Source: an optimization exercise on an open RTL-to-GDS flow (aim: small area and a short achievable clock period). Production flows keep margins and buffers that such runs may drop.
Where RTL was checked, it was by simulation tests only, not by an equivalence proof against the original.

==> maple: inputs <==
==> flow/design.v <==
module pwm_block (
    input  wire        clk,
    input  wire        rst,
    input  wire        fast_tick,
    input  wire        slow_tick,
    input  wire        cmd_valid,
    input  wire [31:0] cmd,
    output reg         rsp_valid,
    output reg  [2:0]  rsp_err,
    output reg  [31:0] rsp_data,
    output wire [5:0]  out
);
    reg        [31:0] fast_q;
    reg        [31:0] slow_q;
    reg               slow_pend_q;
    reg        [5:0]  out_q;
    reg               pwm_on_q;
    reg        [15:0] thr_q;
    reg        [7:0]  step_q;
    reg               dir_q;
    reg        [2:0]  sch_q;
    reg               stopreq_q;
    reg        [1:0]  mode_q;       
    reg               cancelled_q;
    reg               f_illop_q;
    reg               f_busy_q;
    reg               f_invch_q;
    reg               f_operand_q;
    assign out = out_q;
    wire [3:0] op    = cmd[31:28];
    wire [2:0] c_ch  = cmd[27:25];
    wire       c_b   = cmd[24];
    wire [7:0] c_s8  = cmd[23:16];
    wire z_imm = ~|cmd[15:0];
    wire z_s8  = ~|c_s8;
    wire z_ch  = ~|c_ch;
    wire op_rdf   = (op == 4'h1);
    wire op_rds   = (op == 4'h2);
    wire op_rstf  = (op == 4'h3);
    wire op_rsts  = (op == 4'h4);
    wire op_set   = (op == 4'h5);
    wire op_poll  = (op == 4'h6);
    wire op_load  = (op == 4'h7);
    wire op_estep = (op == 4'h8);
    wire op_glow  = (op == 4'h9);
    wire op_pulse = (op == 4'hA);
    wire op_canc  = (op == 4'hB);
    wire op_rdst  = (op == 4'hC);
    wire op_rdenv = (op == 4'hD);
    wire legal =
        ((op_rdf | op_rds | op_rstf | op_rsts | op_canc | op_rdst | op_rdenv) & z_ch & ~c_b & z_s8 & z_imm) |
        (op_set & z_s8 & z_imm) |
        ((op_poll | op_glow) & ~c_b & z_s8) |
        (op_load & z_ch) |
        ((op_estep | op_pulse) & ~c_b & z_s8 & z_imm);
    wire busy    = mode_q[0] | mode_q[1];
    wire ch_bad  = c_ch[2] & c_ch[1];
    wire imm_bad = cmd[15] | (|cmd[14:9]) | (cmd[8:0] > 9'd500);
    wire need_idle = op_rstf | op_rsts | op_set | op_poll | op_load | op_estep | op_glow | op_pulse;
    wire need_ch   = op_set | op_poll | op_estep | op_glow | op_pulse;
    wire need_imm  = op_poll | op_glow;
    wire e_busy = need_idle & busy;
    wire e_ch   = need_ch & ch_bad;
    wire e_opnd = (need_imm & imm_bad) | (op_load & z_s8);
    wire [2:0] err =
        ~legal ? 3'd1 :
        e_busy ? 3'd2 :
        e_ch   ? 3'd3 :
        e_opnd ? 3'd4 : 3'd0;
    wire ok      = cmd_valid & legal & ~e_busy & ~e_ch & ~e_opnd;
    wire a_rstf  = ok & op_rstf;
    wire a_rsts  = ok & op_rsts;
    wire a_set   = ok & op_set;
    wire a_poll  = ok & op_poll;
    wire a_load  = ok & op_load;
    wire a_estep = ok & op_estep;
    wire a_glow  = ok & op_glow;
    wire a_pulse = ok & op_pulse;
    wire a_canc  = ok & op_canc;
    wire fg      = ~cmd_valid & busy;
    wire fg_stop = fg & stopreq_q;
    wire fg_glow = fg & ~stopreq_q & mode_q[0];
    wire fg_env  = fg & ~stopreq_q & mode_q[1] & slow_pend_q;
    wire thr_neg = thr_q[15];
    wire thr_hi  = ~thr_q[15] & ((|thr_q[14:9]) | (thr_q[8:0] >= 9'd500));
    wire clamp   = thr_neg | thr_hi;
    wire [9:0] v = {1'b0, thr_q[8:0]} + {2'b0, step_q ^ {8{dir_q}}} + {9'd0, dir_q};
    wire       xneg = dir_q & ~v[9] & ~v[8];
    wire [7:0] y    = v[9:2];
    wire [7:0] dd   = {~dir_q & y[7], ~xneg & (dir_q ? y[7] : y[6]), y[5:0] ^ {6{xneg}}};
    reg [5:0] quot;
    reg [4:0] r, rn;
    integer k;
    always @(*) begin
        quot[5] = (dd[7:5] >= 3'd5);
        case (dd[7:5])
            3'd0, 3'd5: r = 5'b00001;
            3'd1, 3'd6: r = 5'b00010;
            3'd2, 3'd7: r = 5'b00100;
            3'd3:       r = 5'b01000;
            default:    r = 5'b10000;
        endcase
        for (k = 4; k >= 0; k = k - 1) begin
            quot[k] = r[3] | r[4] | (r[2] & dd[k]);
            rn[0] = dd[k] ? r[2] : r[0];
            rn[1] = dd[k] ? r[0] : r[3];
            rn[2] = dd[k] ? r[3] : r[1];
            rn[3] = dd[k] ? r[1] : r[4];
            rn[4] = dd[k] ? r[4] : r[2];
            r = rn;
        end
    end
    wire       n_inc = xneg & ~((v[1:0] == 2'b00) & r[4]);
    wire [6:0] q7    = {xneg, quot ^ {6{xneg}}} + {6'd0, n_inc};
    wire [15:0] env_new = thr_hi  ? {11'd0, 2'b11, 2'b00, dir_q} :
                          thr_neg ? 16'd0 :
                                    {{9{q7[6]}}, q7};
    wire [7:0]  env_step_n = clamp ? 8'd1 : step_q;
    wire        env_dir_n  = dir_q ^ clamp;
    wire       do_env  = a_estep | fg_env;
    wire       do_poll = a_poll | do_env | fg_glow;
    wire [2:0] pch     = cmd_valid ? c_ch : sch_q;
    wire fz      = ~|fast_q[31:9];
    wire lt500   = fz & (fast_q[8:0] < 9'd500);
    wire gt500   = ~fz | (fast_q[8:0] > 9'd500);
    wire lt_imm  = fz & (fast_q[8:0] < cmd[8:0]);
    wire lt_raw  = fz & (fast_q[8:0] < thr_q[8:0]);
    wire lt_thr  = thr_hi ? lt500 : (~thr_neg & lt_raw);
    wire lt      = a_poll ? lt_imm : lt_thr;
    wire set_on  = gt500 | (~pwm_on_q & lt);
    wire set_off = pwm_on_q & lt500;
    wire p_wr    = do_poll & (set_on | set_off);
    reg [31:0] fast_inc, slow_inc;
    reg [32:0] fc;
    reg [32:0] sc;
    integer j;
    always @(*) begin
        fc[0] = fast_tick;
        for (j = 0; j < 32; j = j + 1)
            fc[j + 1] = fc[j] & fast_q[j];
        for (j = 0; j < 32; j = j + 1)
            fast_inc[j] = fast_q[j] ^ fc[j];
        slow_inc[0] = slow_q[0] ^ slow_tick;
        slow_inc[1] = slow_q[1] ^ (slow_tick & slow_q[0]);
        slow_inc[2] = slow_q[2] ^ (slow_tick & ~(slow_q[0] & slow_q[1]));
        sc[3] = slow_tick & (slow_q[2] | (slow_q[0] & slow_q[1]));
        for (j = 3; j < 32; j = j + 1)
            sc[j + 1] = sc[j] & slow_q[j];
        for (j = 3; j < 32; j = j + 1)
            slow_inc[j] = slow_q[j] ^ sc[j];
        sc[2:0] = 3'd0;
    end
    wire fast_clr = a_rstf | a_pulse | (do_poll & gt500);
    wire slow_clr = a_rsts | a_pulse;
    reg [5:0] out_n;
    integer i;
    always @(*) begin
        out_n = out_q;
        for (i = 0; i < 6; i = i + 1) begin
            if (a_set && c_ch == i)
                out_n[i] = c_b;
            if (p_wr && pch == i)
                out_n[i] = set_on;
        end
    end
    wire [31:0] rd_data =
        ({32{op_rdf}}   & fast_q) |
        ({32{op_rds}}   & slow_q) |
        ({32{op_rdst}}  & {12'd0, f_operand_q, f_invch_q, f_busy_q, f_illop_q,
                           1'b0, sch_q, cancelled_q, stopreq_q, mode_q,
                           dir_q, pwm_on_q, out_q}) |
        ({32{op_rdenv}} & {8'd0, step_q, thr_q});
    always @(posedge clk) begin
        rsp_err  <= err;
        rsp_data <= legal ? rd_data : 32'd0;
    end
    always @(posedge clk) begin
        if (rst) begin
            fast_q      <= 32'd0;
            slow_q      <= 32'd0;
            slow_pend_q <= 1'b0;
            out_q       <= 6'd0;
            pwm_on_q    <= 1'b0;
            thr_q       <= 16'd20;
            step_q      <= 8'd1;
            dir_q       <= 1'b0;
            sch_q       <= 3'd0;
            stopreq_q   <= 1'b0;
            mode_q      <= 2'd0;
            cancelled_q <= 1'b0;
            f_illop_q   <= 1'b0;
            f_busy_q    <= 1'b0;
            f_invch_q   <= 1'b0;
            f_operand_q <= 1'b0;
            rsp_valid   <= 1'b0;
        end else begin
            rsp_valid <= cmd_valid;
            fast_q <= fast_clr ? {31'd0, fast_tick} : fast_inc;
            slow_q <= slow_clr ? {29'd0, slow_tick, 1'b0, slow_tick} : slow_inc;
            if (a_pulse | fg_env)
                slow_pend_q <= slow_tick;
            else if (slow_tick)
                slow_pend_q <= 1'b1;
            out_q <= out_n;
            if (p_wr)
                pwm_on_q <= set_on;
            else if (a_glow | a_pulse)
                pwm_on_q <= 1'b0;
            if (a_load | a_glow)
                thr_q <= cmd[15:0];
            else if (a_pulse)
                thr_q <= 16'd20;
            else if (do_env)
                thr_q <= env_new;
            if (a_load)
                step_q <= c_s8;
            else if (a_pulse)
                step_q <= 8'd1;
            else if (do_env)
                step_q <= env_step_n;
            if (a_load)
                dir_q <= c_b;
            else if (a_pulse)
                dir_q <= 1'b0;
            else if (do_env)
                dir_q <= env_dir_n;
            if (a_glow | a_pulse)
                sch_q <= c_ch;
            if (a_glow | a_pulse | fg_stop)
                stopreq_q <= 1'b0;
            else if (a_canc & busy)
                stopreq_q <= 1'b1;
            if (a_glow)
                mode_q <= 2'd1;
            else if (a_pulse)
                mode_q <= 2'd2;
            else if (fg_stop)
                mode_q <= 2'd0;
            if (a_glow | a_pulse)
                cancelled_q <= 1'b0;
            else if (fg_stop)
                cancelled_q <= 1'b1;
            if (cmd_valid) begin
                if (err == 3'd1) f_illop_q   <= 1'b1;
                if (err == 3'd2) f_busy_q    <= 1'b1;
                if (err == 3'd3) f_invch_q   <= 1'b1;
                if (err == 3'd4) f_operand_q <= 1'b1;
            end
        end
    end
endmodule
==> flow/run.sh <==
#!/bin/bash
# synth_recipe.tcl (not shown) runs the flow's synth.tcl, then flattens the netlist and writes it again
# the make line also repeats each setting of config.mk as NAME=value (left out here)
make -C /OpenROAD-flow-scripts/flow DESIGN_CONFIG=/design/flow/config.mk WORK_HOME=/design/flow/orfs CLKGATE_MAP_FILE= SYNTH_SCRIPT=/design/flow/synth_recipe.tcl finish
==> flow/config.mk <==
export PLATFORM = sky130hd
export DESIGN_NAME = pwm_block
export DESIGN_NICKNAME = pwm_block
export VERILOG_FILES = /design/flow/design.v
export SDC_FILE = /design/flow/constraint.sdc
export NUM_CORES = 4
export LEC_CHECK = 0
export ABC_AREA = 1
export CAP_MARGIN = 20
export CORE_MARGIN = 2
export CORE_UTILIZATION = 40
export SLEW_MARGIN = 20
==> flow/constraint.sdc <==
create_clock -name core_clock -period 12.0 [get_ports {clk}]
set_input_delay 2.4000 -clock core_clock [delete_from_list [all_inputs] [get_ports {clk}]]
set_output_delay 2.4000 -clock core_clock [all_outputs]
set_load 0.01 [all_outputs]
==> indigo: changes against maple <==
--- a/flow/design.v
+++ b/flow/design.v
@@ -85,14 +85,31 @@
     wire thr_hi  = ~thr_q[15] & ((|thr_q[14:9]) | (thr_q[8:0] >= 9'd500));
     wire clamp   = thr_neg | thr_hi;
-    wire [9:0] v = {1'b0, thr_q[8:0]} + {2'b0, step_q ^ {8{dir_q}}} + {9'd0, dir_q};
+    wire [9:0] ea = {1'b0, thr_q[8:0]};
+    wire [9:0] eb = {2'b0, step_q ^ {8{dir_q}}};
+    reg  [9:0] pg_g, pg_p, cy;
+    reg  [9:0] gg, pp;
+    integer m, n;
+    always @(*) begin
+        pg_g = ea & eb;
+        pg_p = ea ^ eb;
+        gg = pg_g;
+        pp = pg_p;
+        gg[0] = pg_g[0] | (pg_p[0] & dir_q);
+        for (m = 1; m < 10; m = m * 2)
+            for (n = 9; n >= m; n = n - 1) begin
+                gg[n] = gg[n] | (pp[n] & gg[n - m]);
+                pp[n] = pp[n] & pp[n - m];
+            end
+        cy = {gg[8:0], dir_q};
+    end
+    wire [9:0] v = pg_p ^ cy;
     wire       xneg = dir_q & ~v[9] & ~v[8];
-    wire [7:0] y    = v[9:2];
-    wire [7:0] dd   = {~dir_q & y[7], ~xneg & (dir_q ? y[7] : y[6]), y[5:0] ^ {6{xneg}}};
-    reg [5:0] quot;
+    wire [7:0] dp   = dir_q ? {1'b0, v[9], v[7:2]} : v[9:2];
+    reg [5:0] qp;
     reg [4:0] r, rn;
     integer k;
     always @(*) begin
-        quot[5] = (dd[7:5] >= 3'd5);
-        case (dd[7:5])
+        qp[5] = (dp[7:5] >= 3'd5);
+        case (dp[7:5])
             3'd0, 3'd5: r = 5'b00001;
             3'd1, 3'd6: r = 5'b00010;
@@ -102,18 +119,18 @@
         endcase
         for (k = 4; k >= 0; k = k - 1) begin
-            quot[k] = r[3] | r[4] | (r[2] & dd[k]);
-            rn[0] = dd[k] ? r[2] : r[0];
-            rn[1] = dd[k] ? r[0] : r[3];
-            rn[2] = dd[k] ? r[3] : r[1];
-            rn[3] = dd[k] ? r[1] : r[4];
-            rn[4] = dd[k] ? r[4] : r[2];
+            qp[k] = r[3] | r[4] | (r[2] & dp[k]);
+            rn[0] = dp[k] ? r[2] : r[0];
+            rn[1] = dp[k] ? r[0] : r[3];
+            rn[2] = dp[k] ? r[3] : r[1];
+            rn[3] = dp[k] ? r[1] : r[4];
+            rn[4] = dp[k] ? r[4] : r[2];
             r = rn;
         end
     end
-    wire       n_inc = xneg & ~((v[1:0] == 2'b00) & r[4]);
-    wire [6:0] q7    = {xneg, quot ^ {6{xneg}}} + {6'd0, n_inc};
+    wire [4:0] qn = {1'b0, qp[3:0]} + 5'd20 + {4'd0, r[4] & (v[1:0] != 2'b00)};
     wire [15:0] env_new = thr_hi  ? {11'd0, 2'b11, 2'b00, dir_q} :
                           thr_neg ? 16'd0 :
-                                    {{9{q7[6]}}, q7};
+                          xneg    ? {{11{qn[4]}}, qn} :
+                                    {10'd0, qp};
     wire [7:0]  env_step_n = clamp ? 8'd1 : step_q;
     wire        env_dir_n  = dir_q ^ clamp;
@@ -132,22 +149,38 @@
     wire p_wr    = do_poll & (set_on | set_off);
     reg [31:0] fast_inc, slow_inc;
-    reg [32:0] fc;
-    reg [32:0] sc;
+    reg [31:0] fc, sc;
+    reg [7:0]  fg4, sg4;
+    reg [8:0]  fC, sC;
     integer j;
     always @(*) begin
-        fc[0] = fast_tick;
-        for (j = 0; j < 32; j = j + 1)
-            fc[j + 1] = fc[j] & fast_q[j];
-        for (j = 0; j < 32; j = j + 1)
-            fast_inc[j] = fast_q[j] ^ fc[j];
-        slow_inc[0] = slow_q[0] ^ slow_tick;
-        slow_inc[1] = slow_q[1] ^ (slow_tick & slow_q[0]);
-        slow_inc[2] = slow_q[2] ^ (slow_tick & ~(slow_q[0] & slow_q[1]));
-        sc[3] = slow_tick & (slow_q[2] | (slow_q[0] & slow_q[1]));
-        for (j = 3; j < 32; j = j + 1)
-            sc[j + 1] = sc[j] & slow_q[j];
-        for (j = 3; j < 32; j = j + 1)
-            slow_inc[j] = slow_q[j] ^ sc[j];
-        sc[2:0] = 3'd0;
+        for (j = 0; j < 8; j = j + 1) begin
+            fg4[j] = &fast_q[4*j +: 4];
+            sg4[j] = &slow_q[4*j +: 4];
+        end
+        fC[0] = 1'b1;
+        for (j = 0; j < 8; j = j + 1)
+            fC[j + 1] = fC[j] & fg4[j];
+        for (j = 0; j < 8; j = j + 1) begin
+            fc[4*j]     = fC[j];
+            fc[4*j + 1] = fC[j] & fast_q[4*j];
+            fc[4*j + 2] = fC[j] & fast_q[4*j] & fast_q[4*j + 1];
+            fc[4*j + 3] = fC[j] & fast_q[4*j] & fast_q[4*j + 1] & fast_q[4*j + 2];
+        end
+        fast_inc = fast_q ^ (fc & {32{fast_tick}});
+        sc[0] = 1'b1;
+        sc[1] = slow_q[0];
+        sc[2] = ~(slow_q[0] & slow_q[1]);
+        sc[3] = slow_q[2] | (slow_q[0] & slow_q[1]);
+        sC[1] = sc[3] & slow_q[3];
+        for (j = 1; j < 8; j = j + 1)
+            sC[j + 1] = sC[j] & sg4[j];
+        for (j = 1; j < 8; j = j + 1) begin
+            sc[4*j]     = sC[j];
+            sc[4*j + 1] = sC[j] & slow_q[4*j];
+            sc[4*j + 2] = sC[j] & slow_q[4*j] & slow_q[4*j + 1];
+            sc[4*j + 3] = sC[j] & slow_q[4*j] & slow_q[4*j + 1] & slow_q[4*j + 2];
+        end
+        sC[0] = 1'b0;
+        slow_inc = slow_q ^ (sc & {32{slow_tick}});
     end
     wire fast_clr = a_rstf | a_pulse | (do_poll & gt500);
==> flow/flow/run.sh (new file) <==
#!/bin/bash
# Layout flow: the standard ORFS flow (standard.sh) with these changes:
#  * synthesis is the standard synthesis script, except that ABC maps the
#    logic with the area-oriented script flow/abc.script (registers, their
#    names and cell types are untouched);
#  * ports are buffered with buf_1 cells instead of delay buffers;
#  * CTS uses the buffers in CTS_BUF_LIST without dummy loads.
# Each tool's output goes to the ORFS logs under orfs/logs and to flow_*.log here.
set -euo pipefail
W=$(pwd)
F=$W/flow

# synthesis script: synth_recipe.tcl sourcing a copy of ORFS synth.tcl whose
# abc call uses our script
sed "s#^  log_cmd abc {\*}\$abc_args#  log_cmd abc -script $F/abc.script {*}[lrange \$abc_args 2 end]#" \
    "$FLOW_HOME/scripts/synth.tcl" > "$W/my_synth.tcl"
grep -q "abc -script $F/abc.script" "$W/my_synth.tcl"
sed "s#source \$::env(SCRIPTS_DIR)/synth.tcl#source $W/my_synth.tcl#" "$W/synth_recipe.tcl" > "$W/my_synth_recipe.tcl"
grep -q "source $W/my_synth.tcl" "$W/my_synth_recipe.tcl"

cat "$F/extra.mk" >> "$W/config.mk"

sed "s#SYNTH_SCRIPT=[^ ]*synth_recipe.tcl#SYNTH_SCRIPT=$W/my_synth_recipe.tcl#" "$W/standard.sh" > "$W/my_standard.sh"
grep -q "SYNTH_SCRIPT=$W/my_synth_recipe.tcl" "$W/my_standard.sh"

bash "$W/my_standard.sh" > "$W/flow_make.log" 2>&1
==> flow/flow/abc.script (new file) <==
strash
&get -n
&dch
&nf
&put
==> flow/flow/extra.mk (new file) <==
export BUFFER_PORTS_ARGS = -buffer_cell sky130_fd_sc_hd__buf_1
export CTS_ARGS = -sink_clustering_enable -repair_clock_nets -dont_use_dummy_load -buf_list sky130_fd_sc_hd__clkbuf_8
export SETUP_SLACK_MARGIN = 6.5
==> flow/standard.sh (new file) <==
#!/bin/bash
# synth_recipe.tcl (not shown) runs the flow's synth.tcl, then flattens the netlist and writes it again
# the make line also repeats each setting of config.mk as NAME=value (left out here)
make -C /OpenROAD-flow-scripts/flow DESIGN_CONFIG=/design/flow/config.mk WORK_HOME=/design/flow/orfs CLKGATE_MAP_FILE= SYNTH_SCRIPT=/design/flow/synth_recipe.tcl "${@:-finish}"
--- a/flow/config.mk
+++ b/flow/config.mk
@@ -11,2 +11,5 @@
 export CORE_UTILIZATION = 40
 export SLEW_MARGIN = 20
+export BUFFER_PORTS_ARGS = -buffer_cell sky130_fd_sc_hd__buf_1
+export CTS_ARGS = -sink_clustering_enable -repair_clock_nets -dont_use_dummy_load -buf_list sky130_fd_sc_hd__clkbuf_8
+export SETUP_SLACK_MARGIN = 6.5
removed: flow/run.sh
==> results.json <==
{
  "outcome": "complete, no violations",
  "die_w_um": 139,
  "start_util_pct": 40.6,
  "max_slew_margin_pct": 32.5
}
[end of results for indigo]
==> results.json <==
{
  "outcome": "complete, no violations",
  "finalMaxSlewViolations": 0,
  "die_w_um": 147,
  "cp_num_cells": 34,
  "start_util_pct": 40.7,
  "grt_use_met3_pct": 4.25,
  "route.detailed.drc": 0
}
[end of results for maple]
Only the layout flow was run in maple; the RTL was not checked for function there.

-- separate check: timing with driven ports --
Ports are ideal in the flow. The routed layouts listed here were re-timed in OpenROAD. Step 1 sets driving cells, clkbuf_16 on the clock port and buf_2 on the other inputs (assumed; they add their load-dependent delay and slew). Step 2 times the ports against the registers' clock, not the clock port: input delays grow and output delays shrink by t, the midpoint of the rising clock arrivals with the driver on. a / b / c = ideal / step 1 / step 2; a / b = the first two.
run	t, ns	setup WS [ns]	worst setup path at the end	slew at the worst register clock pin (ns)
maple	0.470	3.550 / 3.569 / 3.099	input to register	0.07 / 0.07
indigo	0.477	6.645 / 6.657 / 6.180	input to register	0.09 / 0.09
After both steps setup and hold are still met in every run listed. The setup slack of indigo, which loses most, moves by +0.012 ns with the drivers and by -0.465 ns with both steps.
